From an optimization exercise on the open Yosys and OpenROAD flow, aimed at small area, a short achievable clock period and few clock cycles per item; shortcuts taken in it are not production practice.
Only simulation tests tie the RTL to the original design; equivalence was not proved.
No activity file was given, so power comes from the tool's default toggle rates.

== lane 1 ==
==> flow/design.v <==
module chi_md5 (
    input  wire         clk,
    input  wire         rst,           
    input  wire         in_valid,
    output wire         in_ready,
    input  wire         in_first,
    input  wire [511:0] in_block,      
    output reg          out_valid,
    output wire [127:0] out_digest     
);
    localparam [31:0] IV_A = 32'h67452301;
    localparam [31:0] IV_B = 32'hefcdab89;
    localparam [31:0] IV_C = 32'h98badcfe;
    localparam [31:0] IV_D = 32'h10325476;
    localparam [2047:0] K_TAB = {
        32'heb86d391, 32'h2ad7d2bb, 32'hbd3af235, 32'hf7537e82,
        32'h4e0811a1, 32'ha3014314, 32'hfe2ce6e0, 32'h6fa87e4f,
        32'h85845dd1, 32'hffeff47d, 32'h8f0ccc92, 32'h655b59c3,
        32'hfc93a039, 32'hab9423a7, 32'h432aff97, 32'hf4292244,
        32'hc4ac5665, 32'h1fa27cf8, 32'he6db99e5, 32'hd9d4d039,
        32'h04881d05, 32'hd4ef3085, 32'heaa127fa, 32'h289b7ec6,
        32'hbebfbc70, 32'hf6bb4b60, 32'h4bdecfa9, 32'ha4beea44,
        32'hfde5380c, 32'h6d9d6122, 32'h8771f681, 32'hfffa3942,
        32'h8d2a4c8a, 32'h676f02d9, 32'hfcefa3f8, 32'ha9e3e905,
        32'h455a14ed, 32'hf4d50d87, 32'hc33707d6, 32'h21e1cde6,
        32'he7d3fbc8, 32'hd8a1e681, 32'h02441453, 32'hd62f105d,
        32'he9b6c7aa, 32'h265e5a51, 32'hc040b340, 32'hf61e2562,
        32'h49b40821, 32'ha679438e, 32'hfd987193, 32'h6b901122,
        32'h895cd7be, 32'hffff5bb1, 32'h8b44f7af, 32'h698098d8,
        32'hfd469501, 32'ha8304613, 32'h4787c62a, 32'hf57c0faf,
        32'hc1bdceee, 32'h242070db, 32'he8c7b756, 32'hd76aa478
    };
    localparam [31:0] RI_TAB = 32'h56e801bf;
    localparam [255:0] G_TAB = 256'h92b4d6f81a3c5e702fc9630da741eb85c72d83e94fa50b61fedcba9876543210;
    reg  [31:0] b, c, d;           
    reg  [31:0] fu, fv;            
    reg  [31:0] q0, q1, q2, q3;    
    reg  [31:0] t;                 
    reg  [31:0] mw;                
    reg  [5:0]  cnt;               
    reg  [1:0]  ri;                
    reg  [1:0]  rv;                
    reg         run;               
    reg         fin;               
    reg         pend;              
    reg         fst;               
    reg         fcur;              
    reg         ivc;               
    assign out_digest = {q1, q2, q3, q0};
    assign in_ready   = run && (cnt == 6'd62);   
    wire start = pend && !run;                   
    wire [5:0] cnt_nx = run ? ((cnt == 6'd0) ? 6'd0 : cnt + 6'd1) : (start ? 6'd1 : cnt);
    wire [3:0] g = G_TAB[{cnt_nx, 2'b00} +: 4];   
    wire [31:0] kval  = K_TAB[{cnt, 5'b00000} +: 32];
    wire [31:0] mw_nx = in_block[{g, 5'b00000} +: 32];
    wire [31:0] asrc  = run ? d : (fst ? IV_A : (fin ? q1 : q0));
    wire [31:0] t_nx  = asrc + kval + mw;
    wire [31:0] f   = (b & fu) | (~b & fv);
    wire [31:0] sum = f + t;
    reg  [31:0] r1, r2;
    always @(*) begin
        case (ri)
            2'd0:    r1 = {sum[27:0], sum[31:28]};
            2'd1:    r1 = {sum[26:0], sum[31:27]};
            2'd2:    r1 = {sum[25:0], sum[31:26]};
            default: r1 = {sum[24:0], sum[31:25]};
        endcase
        case (rv)
            2'd0:    r2 = r1;
            2'd1:    r2 = {r1[26:0], r1[31:27]};
            2'd2:    r2 = {r1[21:0], r1[31:22]};
            default: r2 = {r1[15:0], r1[31:16]};
        endcase
    end
    wire [31:0] x = b + r2;
    wire        tail = fin || (run && (cnt == 6'd62 || cnt == 6'd63 || cnt == 6'd0));
    reg  [31:0] ivw;
    always @(*) begin
        casez ({fin, cnt[1:0]})
            3'b010:  ivw = IV_A;    
            3'b011:  ivw = IV_D;    
            3'b0??:  ivw = IV_C;    
            default: ivw = IV_B;    
        endcase
    end
    wire [31:0] hop  = fcur ? ivw : q0;
    wire [31:0] hsum = hop + b;
    wire        ld_iv = start && fst;
    wire [31:0] c_nx  = run ? b : (ld_iv ? IV_C : (fin ? q3 : c));
    wire [31:0] d_nx  = run ? c : (ld_iv ? IV_D : (fin ? q2 : d));
    reg  [31:0] fu_nx, fv_nx;
    always @(*) begin
        case (cnt[5:4])
            2'd0:    begin fu_nx = c_nx;            fv_nx = d_nx;            end   
            2'd1:    begin fu_nx = c_nx | d_nx;     fv_nx = c_nx & ~d_nx;    end   
            2'd2:    begin fu_nx = ~(c_nx ^ d_nx);  fv_nx = c_nx ^ d_nx;     end   
            default: begin fu_nx = ~c_nx;           fv_nx = ~(c_nx ^ d_nx);  end   
        endcase
    end
    always @(posedge clk) begin
        ri   <= RI_TAB[{cnt[5:4], cnt[1:0], 1'b0} +: 2];
        rv   <= cnt[1:0];
        t    <= t_nx;
        cnt  <= rst ? 6'd0 : cnt_nx;
        mw   <= mw_nx;
        c    <= c_nx;
        d    <= d_nx;
        fu   <= fu_nx;
        fv   <= fv_nx;
        if (tail) begin
            q0 <= q1;  q1 <= q2;  q2 <= q3;  q3 <= hsum;
        end
        if (run)        b <= x;
        else if (ld_iv) b <= IV_B;
        else if (fin)   b <= hsum;
        if (rst) begin
            run       <= 1'b0;
            fin       <= 1'b0;
            pend      <= 1'b0;
            out_valid <= 1'b0;
            ivc       <= 1'b1;
        end else begin
            out_valid <= fin;
            fin       <= run && (cnt == 6'd0);
            if (run) begin
                if (cnt == 6'd0) run <= 1'b0;
            end else if (start) begin
                run  <= 1'b1;
                pend <= 1'b0;
                fcur <= fst;
            end
            if (in_valid && !pend && (run ? (cnt == 6'd0) : !start)) begin
                pend <= 1'b1;
                fst  <= in_first || ivc;
                ivc  <= 1'b0;
            end
        end
    end
endmodule
export LEC_CHECK = 0
export ABC_AREA = 1
export CAP_MARGIN = 20
export CORE_MARGIN = 2
export CORE_UTILIZATION = 40
export SLEW_MARGIN = 20
create_clock -name core_clock -period 13.0 [get_ports {clk}]
standard.sh (not shown) runs the stock make flow with config.mk's settings and CLKGATE_MAP_FILE= SYNTH_SCRIPT=/design/flow/synth_recipe.tcl, a recipe that flattens the netlist after the stock synthesis.
==> flow/flow/run.sh <==
#!/bin/bash
set -euo pipefail
export BUFFER_PORTS_ARGS="-buffer_cell sky130_fd_sc_hd__buf_1"
export SETUP_SLACK_MARGIN=8.5
bash standard.sh > standard.log 2>&1
Lane 1 closes out successfully: all stages finished, all timing, DRC and antenna checks passed.
Testbench counts of lane 1, summed over its fixed seeds: cycles 219,066, blocks 3,370.
Input changes introduced in lane 2 (baseline for comparison: lane 1):
-- flow/design.v --
<<< lane 1, line 51
    wire start = pend && !run;                   
    wire [5:0] cnt_nx = run ? ((cnt == 6'd0) ? 6'd0 : cnt + 6'd1) : (start ? 6'd1 : cnt);
    wire [3:0] g = G_TAB[{cnt_nx, 2'b00} +: 4];   
    wire [31:0] kval  = K_TAB[{cnt, 5'b00000} +: 32];
    wire [31:0] mw_nx = in_block[{g, 5'b00000} +: 32];
>>> lane 2, line 51
    wire start = pend && !run;                   
    wire [5:0] cnt_nx = run ? ((cnt == 6'd0) ? 6'd0 : cnt + 6'd1) : (start ? 6'd1 : cnt);
    reg  [3:0] gn;                                 
    wire [3:0] g = run ? ((cnt == 6'd0) ? 4'd0 : gn) : {3'b000, start};
    wire [5:0] cnt_nx1 = cnt_nx + 6'd1;
    wire [31:0] kval  = K_TAB[{cnt, 5'b00000} +: 32];
    wire [31:0] mw_nx = in_block[{g, 5'b00000} +: 32];
<<< lane 1, line 87
    wire [31:0] hsum = hop + b;
    wire        ld_iv = start && fst;
    wire [31:0] c_nx  = run ? b : (ld_iv ? IV_C : (fin ? q3 : c));
    wire [31:0] d_nx  = run ? c : (ld_iv ? IV_D : (fin ? q2 : d));
>>> lane 2, line 89
    wire [31:0] hsum = hop + b;
    wire        ld_iv = start && fst;
    wire [31:0] b_nx  = run ? x : (ld_iv ? IV_B : (fin ? hsum : q3));
    wire [31:0] c_nx  = run ? b : (ld_iv ? IV_C : (fin ? q3 : c));
    wire [31:0] d_nx  = run ? c : (ld_iv ? IV_D : (fin ? q2 : d));
<<< lane 1, line 104
        cnt  <= rst ? 6'd0 : cnt_nx;
        mw   <= mw_nx;
        c    <= c_nx;
        d    <= d_nx;
>>> lane 2, line 107
        cnt  <= rst ? 6'd0 : cnt_nx;
        mw   <= mw_nx;
        gn   <= G_TAB[{cnt_nx1, 2'b00} +: 4];
        c    <= c_nx;
        d    <= d_nx;
<<< lane 1, line 111
            q0 <= q1;  q1 <= q2;  q2 <= q3;  q3 <= hsum;
        end
        if (run)        b <= x;
        else if (ld_iv) b <= IV_B;
        else if (fin)   b <= hsum;
        if (rst) begin
            run       <= 1'b0;
>>> lane 2, line 115
            q0 <= q1;  q1 <= q2;  q2 <= q3;  q3 <= hsum;
        end
        b    <= b_nx;
        if (rst) begin
            run       <= 1'b0;
Findings:
- Summed area of non-filler cells in the final layout sits higher in lane 2 than in lane 1.
- Compared with lane 1, in lane 2 count of multi-input gates grew by 31; routed metal-1 wirelength grew by about 3%; relative slew slack shrank by 0.74 points; initial core utilization shrank by 0.16 points; number of nets in the layout grew by 58.
- Compared with lane 1, in lane 2 final core area utilization now smaller, part of the total power dissipated in the clock network went down by 5.1 points, area growth from synthesis to layout decreased 0.17 points, highest achievable clock rate has increased.
Testbench counts of lane 2, summed over its fixed seeds: cycles 219,066, blocks 3,370.

==> port drivers added, routing unchanged <==
How much do the figures lean on ideal ports? The routed layouts below were timed once more, with nothing changed but the port constraints. Step 1 (the two cells are an assumption about what drives the block):
set clk [get_ports {clk}]
set_driving_cell -lib_cell sky130_fd_sc_hd__clkbuf_16 $clk
set_driving_cell -lib_cell sky130_fd_sc_hd__buf_2 [delete_from_list [all_inputs] $clk]
Step 2 moves the port delays by t, midway between the first and last clock arrival at a register: inputs arrive t later, outputs are due t later. That takes back most of the time a late clock gives input paths. Slacks: ideal / step 1 / step 2; pairs: ideal / step 1.
| run | t, ns | slack for setup (ns) | hold slack, ns | latest minus earliest clock arrival (ns) | worst slew at a driven data input, ns |
|---|---|---|---|---|---|
| lane 1 | 0.671 | 7.683 / 7.683 / 7.683 | 0.445 / 0.445 / 0.445 | 0.019 / 0.019 | 0.33 |
| lane 2 | 0.655 | 8.196 / 8.196 / 7.878 | 0.482 / 0.482 / 0.482 | 0.027 / 0.027 | 0.29 |
After both steps setup and hold are still met in every run listed. For lane 2, which loses most, drivers alone change the setup slack by 0.000 ns; drivers and shift together by -0.318 ns.
